Source: an optimization exercise on an open RTL-to-GDS flow (aim: small area). Production flows keep margins and buffers that such runs may drop. Only the layout flow was run in this run; the RTL was not checked for function there. Power and IR drop assume default switching activity.

===== design.v =====
module hmmm_core (
    input  wire        clk,
    input  wire        rst,
    input  wire [8:0]  code_size,
    output wire        imem_req,
    output wire [7:0]  imem_addr,
    input  wire        imem_ready,
    input  wire [15:0] imem_rdata,
    output wire        dmem_req,
    output wire        dmem_we,
    output wire [7:0]  dmem_addr,
    output wire [15:0] dmem_wdata,
    input  wire        dmem_ready,
    input  wire [15:0] dmem_rdata,
    output wire        in_req,
    input  wire        in_valid,
    input  wire        in_abort,
    input  wire [15:0] in_data,
    output wire        out_valid,
    output wire [15:0] out_data,
    output wire [1:0]  status,
    output wire [2:0]  cause,
    output wire [7:0]  lpc,
    input  wire [3:0]  dbg_addr,
    output wire [15:0] dbg_data
);
    localparam [4:0] S_CLR  = 5'd0,  S_FETCH = 5'd1,  S_IRLD = 5'd2,  S_EXEC = 5'd3,
                     S_ADD2 = 5'd4,  S_CHK   = 5'd5,  S_MEM  = 5'd7,
                     S_MWAIT= 5'd8,  S_RD    = 5'd9,  S_ITER = 5'd10, S_DCOR = 5'd11,
                     S_DFIN = 5'd12, S_WB    = 5'd13, S_NX1  = 5'd14, S_NX2  = 5'd15;
    localparam [4:0] S_HALT = 5'b10000, S_ABORT = 5'b11000;
    reg [15:0] ring [0:14];
    reg [3:0]  c;
    reg [4:0]  st;
    reg [7:0]  pc;
    reg [15:0] ir;
    reg [16:0] A;
    reg [15:0] Q;
    reg        f1;
    wire done = st[4];
    wire [3:0] op = ir[15:12];
    wire [3:0] fx = ir[11:8];
    wire [3:0] fy = ir[7:4];
    wire [3:0] fz = ir[3:0];
    wire [7:0] n8 = ir[7:0];
    wire op0     = (op == 4'h0);
    wire is_halt = (ir == 16'h0000);
    wire is_read = op0 && (ir[7:0] == 8'h01);
    wire is_wr   = op0 && (ir[7:0] == 8'h02);
    wire is_jmpi = op0 && (ir[7:0] == 8'h03);
    wire is_ldn  = (op == 4'h1);
    wire is_ld   = (op == 4'h2);
    wire is_st   = (op == 4'h3);
    wire is_ldi  = (op == 4'h4) && (fz == 4'h0);
    wire is_sti  = (op == 4'h4) && (fz == 4'h1);
    wire is_addn = (op == 4'h5);
    wire is_add  = (op == 4'h6);
    wire is_sub  = (op == 4'h7);
    wire is_mul  = (op == 4'h8);
    wire is_div  = (op == 4'h9);
    wire is_mod  = (op == 4'hA);
    wire is_call = (op == 4'hB);
    wire is_jcc  = (op[3:2] == 2'b11);
    wire is_data = is_ld | is_st | is_ldi | is_sti;
    wire is_store = is_st | is_sti;
    wire is_imm  = is_ldn | is_ld | is_st | is_addn | is_call | is_jcc;
    reg [3:0] ra;
    always @* begin
        case (st)
        S_EXEC:           ra = is_imm ? 4'd0 : op0 ? fx : fy;
        S_ITER, S_DCOR,
        S_DFIN:           ra = fz;
        S_ADD2:           ra = is_addn ? fx : fz;
        S_MWAIT, S_RD:    ra = 4'd0;
        default:          ra = done ? dbg_addr : fx;
        endcase
    end
    wire [15:0] imm16 = {{8{n8[7] & (is_ldn | is_addn)}}, n8};
    wire [15:0] ext   = (st == S_MWAIT) ? dmem_rdata :
                        (st == S_RD)    ? in_data :
                        ((st == S_EXEC) && is_imm) ? imm16 : 16'd0;
    wire [14:0] sel;
    hmmm_rsel u_rsel (.ra(ra), .c(c), .sel(sel));
    reg  [15:0] rd;
    integer k;
    always @* begin
        rd = (ra == 4'd0) ? ext : 16'd0;
        for (k = 0; k < 15; k = k + 1)
            rd = rd | ({16{sel[k]}} & ring[k]);
    end
    wire        rdz = (rd == 16'd0);
    wire        s_div = (A[16] == rd[15]);
    wire        Anz   = (A != 17'd0);
    reg  [16:0] opA;
    reg         gate, inv, cin;
    always @* begin
        opA  = A;
        gate = 1'b0;
        inv  = 1'b0;
        cin  = 1'b0;
        if (rst) opA = 17'd0;
        else case (st)
        S_CLR: opA = 17'd0;
        S_EXEC: begin
            opA  = 17'd0;
            gate = !(is_mul | is_div | is_mod);
            inv  = (is_div | is_mod) & rd[15];
        end
        S_MWAIT, S_RD: begin
            opA  = 17'd0;
            gate = 1'b1;
        end
        S_ADD2: begin
            gate = 1'b1;
            inv  = is_sub;
            cin  = is_sub;
        end
        S_CHK: if (is_call) begin
            opA  = {9'd0, pc};
            cin  = 1'b1;
        end
        S_NX1: begin
            opA  = {9'd0, pc};
            cin  = 1'b1;
        end
        S_ITER: begin
            if (is_mul) begin
                opA  = {A[15:0], 1'b0};
                gate = Q[15];
                inv  = Q[15] && (cnt == 4'd0);
                cin  = Q[15] && (cnt == 4'd0);
            end else begin
                opA  = {A[15:0], Q[15]};
                gate = 1'b1;
                inv  = s_div;
                cin  = s_div;
            end
        end
        S_DCOR: begin
            gate = s_div;
            inv  = 1'b1;
            cin  = 1'b1;
        end
        S_DFIN: begin
            if (is_div) begin
                opA  = {Q[15], Q};
                cin  = f1 && !Anz;
            end else begin
                gate = Anz && !s_div;
            end
        end
        default: ;
        endcase
    end
    wire [16:0] opB = ({17{gate}} & {rd[15], rd}) ^ {17{inv}};
    wire [16:0] p = opA ^ opB;
    wire [16:0] g = opA & opB;
    wire [9:0]  cl;
    wire [8:0]  c0, c1;
    wire [16:0] sum;
    assign cl[0] = cin;
    genvar b;
    generate for (b = 0; b < 9; b = b + 1) begin : g_lo
        assign sum[b]  = p[b] ^ cl[b];
        assign cl[b+1] = g[b] | (p[b] & cl[b]);
    end endgenerate
    assign c0[0] = 1'b0;
    assign c1[0] = 1'b1;
    generate for (b = 0; b < 8; b = b + 1) begin : g_hi
        assign c0[b+1] = g[b+9] | (p[b+9] & c0[b]);
        assign c1[b+1] = g[b+9] | (p[b+9] & c1[b]);
        assign sum[b+9] = p[b+9] ^ (cl[9] ? c1[b] : c0[b]);
    end endgenerate
    wire [9:0] lb;
    assign lb[0] = 1'b0;
    generate for (b = 0; b < 9; b = b + 1) begin : g_lt
        assign lb[b+1] = (~A[b] & code_size[b]) | (lb[b] & ~(A[b] ^ code_size[b]));
    end endgenerate
    wire        lt      = lb[9];
    wire        hz9     = (A[16:9] == 8'd0);
    wire        code_ok = hz9 && lt;
    wire        data_ok = hz9 && !A[8] && !lt;
    wire        taken  = is_jmpi ? 1'b1 :
                         (op[1:0] == 2'b00) ? rdz :
                         (op[1:0] == 2'b01) ? !rdz :
                         (op[1:0] == 2'b10) ? (!rd[15] && !rdz) : rd[15];
    wire        ovf    = (A[16] != A[15]) || (is_mul && f1);
    wire [3:0]  cnt    = ir[7:4];
    wire        last   = (cnt == 4'd15);
    assign imem_req   = (st == S_FETCH);
    assign imem_addr  = pc;
    assign dmem_req   = (st == S_MEM);
    assign dmem_we    = is_store;
    assign dmem_addr  = A[7:0];
    assign dmem_wdata = rd;
    assign in_req     = (st == S_RD);
    assign out_valid  = (st == S_EXEC) && is_wr;
    assign out_data   = rd;
    assign cause      = done ? st[2:0] : 3'd0;
    assign status     = !done ? 2'd0 : (st[2:0] != 3'd0) ? 2'd2 : st[3] ? 2'd3 : 2'd1;
    assign lpc        = pc;
    assign dbg_data   = rd;
    wire wb = (st == S_CLR) || ((st == S_WB) && !ovf && (c == fx));
    integer i;
    always @(posedge clk) begin
        for (i = 0; i < 14; i = i + 1)
            ring[i] <= ring[i + 1];
        ring[14] <= wb ? A[15:0] : ring[0];
    end
    always @(posedge clk) begin
        A   <= sum;
        Q   <= (st == S_EXEC) ? rd : {Q[14:0], (st == S_ITER) ? (!is_mul && s_div) : !(Anz && !s_div)};
        if (st == S_IRLD) ir <= imem_rdata;
        if (st == S_EXEC) ir[7:4] <= 4'd0;
        if (st == S_ITER) ir[7:4] <= cnt + 4'd1;
        if (rst) begin
            c  <= 4'd1;
            st <= S_CLR;
            pc <= 8'd0;
        end else begin
            c <= (c == 4'd15) ? 4'd1 : c + 4'd1;
            case (st)
            S_CLR:   if (c == 4'd15) st <= S_FETCH;
            S_FETCH: if (imem_ready) st <= S_IRLD;
            S_IRLD:  st <= S_EXEC;
            S_EXEC: begin
                f1 <= 1'b0;
                if (is_halt)                   st <= S_HALT;
                else if (is_read)              st <= S_RD;
                else if (is_wr)                st <= S_NX1;
                else if (is_ldn)               st <= S_WB;
                else if (is_jmpi | is_ld | is_st | is_ldi | is_sti | is_call | is_jcc)
                                               st <= S_CHK;
                else if (is_addn | is_add | is_sub) st <= S_ADD2;
                else if (is_mul | is_div | is_mod)  st <= S_ITER;
                else                           st <= 5'b10010;           
            end
            S_ADD2: st <= S_WB;
            S_CHK: begin
                if (is_data) begin
                    if (!data_ok) st <= is_store ? 5'b10100 : 5'b10011;   
                    else st <= S_MEM;
                end else begin
                    if (!code_ok) st <= 5'b10101;                         
                    else if (is_call) begin pc <= A[7:0]; st <= S_WB; end
                    else if (taken) st <= S_NX2;
                    else st <= S_NX1;
                end
            end
            S_MEM: if (dmem_ready) st <= is_store ? S_NX1 : S_MWAIT;
            S_MWAIT: st <= S_WB;
            S_RD: if (in_valid) st <= in_abort ? S_ABORT : S_WB;
            S_ITER: begin
                if (!is_mul && rdz) st <= 5'b10111;                       
                else begin
                    if (is_mul) f1 <= f1 | (A[16] != A[15]);
                    if (last) st <= is_mul ? S_WB : S_DCOR;
                end
            end
            S_DCOR: begin
                f1 <= s_div;
                st <= (is_div && Q[15] && Q[14]) ? 5'b10110 : S_DFIN;    
            end
            S_DFIN: st <= S_WB;
            S_WB: begin
                if (ovf) st <= 5'b10110;                                  
                else if (fx == 4'd0 || c == fx) st <= is_call ? S_FETCH : S_NX1;
            end
            S_NX1: st <= S_NX2;
            S_NX2: begin
                if (code_ok) begin pc <= A[7:0]; st <= S_FETCH; end
                else st <= 5'b10001;                                      
            end
            default: ;
            endcase
        end
    end
endmodule
module hmmm_rsel (
    input  wire [3:0]  ra,
    input  wire [3:0]  c,
    output wire [14:0] sel
);
    wire [4:0] bw;
    wire [3:0] dif;
    assign bw[0] = 1'b0;
    genvar j;
    generate for (j = 0; j < 4; j = j + 1) begin : g_sub
        assign dif[j]  = ra[j] ^ c[j] ^ bw[j];
        assign bw[j+1] = (~ra[j] & c[j]) | (bw[j] & ~(ra[j] ^ c[j]));
    end endgenerate
    wire [4:0] bd;
    wire [3:0] idx;
    assign bd[0] = bw[4];
    generate for (j = 0; j < 4; j = j + 1) begin : g_dec
        assign idx[j]  = dif[j] ^ bd[j];
        assign bd[j+1] = bd[j] & ~dif[j];
    end endgenerate
    genvar k;
    generate for (k = 0; k < 15; k = k + 1) begin : g
        assign sel[k] = (idx == k) && (ra != 4'd0);
    end endgenerate
endmodule

===== flow/run.sh =====
#!/bin/bash
# The standard layout (standard.sh) with three changes to how it is built:
# abc maps the logic with an area-oriented script (flow/synth.tcl, flow/area.abc),
# the port buffers are the smallest buffer cell, and clock tree synthesis uses
# clkbuf_8 with sink clusters of up to 20 and no dummy loads.
set -euo pipefail
W=$(pwd)
export MY_WORK=$W
export MY_ABC_SCRIPT=$W/flow/area.abc
export BUFFER_PORTS_ARGS="-buffer_cell sky130_fd_sc_hd__buf_1"
export CTS_ARGS="-sink_clustering_enable -repair_clock_nets -dont_use_dummy_load -sink_clustering_size 20 -sink_clustering_max_diameter 50 -buf_list {sky130_fd_sc_hd__clkbuf_8}"
sed "s#SYNTH_SCRIPT=[^ ]*#SYNTH_SCRIPT=$W/flow/synth.tcl#" standard.sh > my_standard.sh
grep -q "SYNTH_SCRIPT=$W/flow/synth.tcl" my_standard.sh
bash my_standard.sh > standard.log 2>&1

===== flow/area.abc =====
&get -n
&st
&dch
&nf -p -R 1000
&put

===== flow/synth.tcl =====
# The standard flow's synthesis script (synth_recipe.tcl), with abc mapping the logic by
# the area-oriented script flow/area.abc instead of ORFS's speed script.
proc abc {args} {
  set i [lsearch -exact $args -script]
  if {$i >= 0} { lset args [expr {$i + 1}] $::env(MY_ABC_SCRIPT) }
  yosys abc {*}$args
}
source [file join $::env(MY_WORK) synth_recipe.tcl]

===== standard.sh =====
#!/bin/bash
# synth_recipe.tcl (not shown) runs the flow's synth.tcl, then flattens the netlist and writes it again
# the make line also repeats each setting of config.mk as NAME=value (left out here)
make -C /OpenROAD-flow-scripts/flow DESIGN_CONFIG=/design/flow/config.mk WORK_HOME=/design/flow/orfs CLKGATE_MAP_FILE= SYNTH_SCRIPT=/design/flow/synth_recipe.tcl "${@:-finish}"

===== config.mk =====
export PLATFORM = sky130hd
export DESIGN_NAME = hmmm_core
export DESIGN_NICKNAME = hmmm_core
export VERILOG_FILES = /design/flow/design.v
export SDC_FILE = /design/flow/constraint.sdc
export NUM_CORES = 4
export LEC_CHECK = 0
export CAP_MARGIN = 20
export CORE_MARGIN = 2
export CORE_UTILIZATION = 50
export PLACE_DENSITY = 0.65
export SLEW_MARGIN = 20
export SYNTH_HIERARCHICAL = 1
export SYNTH_MINIMUM_KEEP_SIZE = 0

===== constraint.sdc =====
create_clock -name core_clock -period 11.0 [get_ports {clk}]
set_input_delay 2.2000 -clock core_clock [delete_from_list [all_inputs] [get_ports {clk}]]
set_output_delay 2.2000 -clock core_clock [all_outputs]
set_load 0.01 [all_outputs]

==> metrics.md <==
| Metric | Value |
|---|---|
| Run status | finished with violations |
| SO Faults | setup timing |
| Simple-gate share of the synthesized area | 0.153 |
| Max IR drop VDD | 0.0000898 V |
| Final antenna-violating net count | 0 |
| P_sw | 0.000432 W |
| Cts bufs inserted | 27 |
| Pwr Density | 136 nW/um2 |
| Min Tclk post-route | 11.53 ns |
| Syn Nets | 1211 |
| Final hold slack | 0.284 ns |
| Synth Area in Compound Gates | 0.159 |
| Die Y | 155 um |
| Row count | 55 |
| Sw Ratio | 0.237 |
| Vias in the first global route | 9157 |
| Share of layout cells above drive strength 1 | 0.137 |
| Gp weighted congestion | 1.00 |
| Mux share of post-synthesis cell area | 0.0174 |
| IO Pins | 149 |
| Vias per cell | 5.82 |
| All-layer global routing usage | 0.281 |
| CP endpoint kind | flop |
| Int Pwr | 0.00139 W |
| Hold WC Path Type | reg2reg |
| Synth Instances | 1108 |
| Worst Skew | 0.0966 ns |
| Die width | 155 um |
| Period Utilization, post-route | 1.05 |
| Routed vias | 9382 |
| Core Area | 22500 um2 |
| Slew @ Worst Pin | 0.805 ns |
| DR pass1 iterations | 6 |
| Ant. Diodes | 0 |
| First-pass GRT wire length | 52.2 mm |
| Number of enable flip-flop cells after synthesis | 17 |
| Max_slew headroom | 0.459 |
| # nets final | 1431 |
| CP required | 11.40 ns |
| Register area share after synthesis | 0.555 |
| Leak | 5.03 nW |
| Clock-pin slew of the registers on the worst-case setup and hold paths | 0.10 ns |
| Synth Flop Type | dfxtp_1 |
| Area Growth Syn to Fin | 17.6% |
| Crit Path Class | in2reg |
| Final worst slack | -0.530 ns |
| Die Area | 24000 um2 |
| Seq pwr share | 0.617 |
| Largest fanout on the critical path | 4 |
| Largest net degree at the start of global routing | 37 |
| Cell variety after synth | 45 |
| CP peak stage delay | 0.36 ns |
| Maximum clock rate | 86.7 MHz |
| Logic pwr share | 0.079 |
| Worst-Skew Late Latency | 0.61 ns |
| Clk pwr share | 0.304 |
| Post-synth ARST share | 0 |
| Combinational family with the most area after synthesis | compound AO/OA/AOI/OAI gates |
| DR WL/cell | 21.3 um |
| Hpwl dp | 24.2 mm |
| H-tree depth | 1 |
| Mapped Area | 11400 um2 |
| Xor-xnor portion of the synthesized cell area | 0.0238 |
| Max clock buf depth | 3 |
| Hold Fails Final Rpt | 0 |
| Most common cell after layout, fill and taps aside | dfxtp_1 |
| Avg Synthesized Cell Area | 10.3 um2 |
| Most frequent cells in the layout | 290 x dfxtp_1, 147 x buf_1, 120 x nor2_1 |
| Port bufs | 148 |
| Initial drt markers | 902 |
| Initial antenna violation count | 1 |
| Total power | 0.00182 W |
| Max_cap viols | 0 |
| Setup violations, final | 3 |
| Root Buffer | clkbuf_8 |
| CTS tree | built |
| Slowest CP cell | fa_2 |
| Num Clock Sinks | 307 |
| Starting Density | 0.506 |
| Slew Viols, Final | 0 |
| Routed wire length | 34.3 mm |
| Post-Synth Adder-Cell Area | 0.0514 |
| RSZ-0062 raised after global routing | true |
| Total global routing overflow | 0 |
| Most used cell, CP | fa_2 |
| Remaining DRCs | 0 |
| Post-synthesis register bit count | 307 |
| CP arrival | 11.93 ns |
| CP startpoint kind | input pin |
| Setup TNS | -0.892 ns |
| CTS Hold Bufs | 0 |
| Yosys warnings | 8 |
-- critical path: cells and delay by family --
kind | cells | cell delay (ns)
xor gates and xnor gates | 4 | 0.70
buffers and inverters | 6 | 0.54
muxes | 1 | 0.16
AOI/OAI and AO/OA | 5 | 0.60
and+or+nand+nor | 9 | 1.11
adders and majority gates | 21 | 6.60
-- cells by family (layout without fill, tap and decap cells) --
kind of cell    after synthesis  count (layout)
compound gates              249             249
mux                          19              19
flops                       307             307
xor+xnor                     31              31
buf+inv                      76             294
simple gates                390             390
fa+ha+maj                    36              36
-- final timing paths --
check	from	endpoint	slack, ns	cells after the start
max	dbg_addr[0]	A[16]	-0.53	46
min	ring[1][2]	ring[0][2]	0.28	0
max reg2reg	ir[13]	A[16]	-0.05	51
min reg2reg	ring[1][2]	ring[0][2]	0.28	0
-- Yosys cell counts (9+ instances only) --
cell      count  share of area
a221oi_1     10         0.0077
nor4_1       11         0.0060
buf_4        48          0.032
xor2_1        9         0.0069
dfxtp_1     290           0.51
nand2_1     121          0.040
nor2_1      138          0.045
o211ai_1      9         0.0059
a22oi_1      66          0.044
nand3_1      49          0.022
xnor2_1      22          0.017
edfxtp_1     17          0.045
a222oi_1     37          0.033
ha_1         18          0.020
mux2i_1      13          0.011
fa_1         18          0.032
a21oi_1      41          0.018
a211oi_1     20          0.013
nor2b_1      12         0.0066
o21ai_0      32          0.014
clkinv_1     28         0.0092
nand4_1      18         0.0099
nand2b_1     10         0.0055
-- timing repair --
item                       4_1_cts  5_1_grt
setup endpoints to repair        3        4
gates resized for setup         14       10
gates cloned                     0        0
setup buffers                    0        2
pin swaps                        9        2
-- final cells by class --
| type | count | area [um2] |
|---|---|---|
| multi-input cells | 725 | 4970 |
| clock buffers | 27 | 372 |
| repair buffers | 239 | 1270 |
| inverters | 28 | 106 |
| flip-flops and latches | 307 | 6320 |
| well taps | 285 | 357 |
| fillers | 1966 | 9110 |
-- metal layers --
layer	track usage	wire length, um	vias up
met4	0.0922	1140	0
met5	0	0	-
li1	-	-	4417
met1	0.380	14900	4516
met2	0.474	16400	366
met3	0.0326	1890	83
-- power by group through the flow --
| stage | sequential, W | combinational [W] | clock, W |
|---|---|---|---|
| after floorplan | 0.00115 | 0.0000680 | 0 |
| after global placement | 0.00115 | 0.000133 | 0 |
| after detailed placement | 0.00115 | 0.000135 | 0 |
| after CTS | 0.00113 | 0.000140 | 0.000566 |
| after global routing | 0.00113 | 0.000153 | 0.000608 |
| final | 0.00113 | 0.000144 | 0.000554 |
-- registers in the layout, summed over array words and instances, names as in the netlist --
| register | cells |
|---|---|
| pc | 8 |
| ir | 16 |
| Q | 16 |
| ring | 240 |
| st | 5 |
| c | 4 |
| A | 17 |
| f1 | 1 |
-- stage by stage --
step	utilization	area, um2	setup slack, ns	std cells
2_1_floorplan	-	11600	-1.19	1108
3_3_place_gp	0.572	12900	-0.996	1582
3_5_place_dp	0.572	12900	-1.15	1582
4_1_cts	0.592	13300	-0.502	1609
5_1_grt	0.595	13400	-0.934	1611
6_report	0.595	13400	-0.530	1611
-- Yosys stat by module, one instance, submodules excluded --
module / cells inside / flops+latches / area, um2 / times used
hmmm_rsel: 43 / 0 / 280 / 1
hmmm_core: 1065 / 307 / 11100 / 1

[afterwards: timing with drivers on the ports]
The results above use ideal ports. As a check the final layout listed here was re-extracted and re-timed, cells and wires unchanged.
Step 1 assumes that a clkbuf_16 drives the clock port and a buf_2 every other input.
Step 2 times the ports against the registers' clock, not the clock port: input delays grow and output delays shrink by t, the midpoint of the rising clock arrivals with the driver on.
a / b / c = ideal ports / drivers / drivers and shift; a / b = the first two.
t, ns: 0.604
setup WS [ns]: -0.530 / -0.504 / -1.108
latest minus earliest clock arrival (ns): 0.097 / 0.098
cell pins on the clock port's net: 1
For this run, drivers alone change the setup slack by +0.026 ns; drivers and shift together by -0.578 ns.
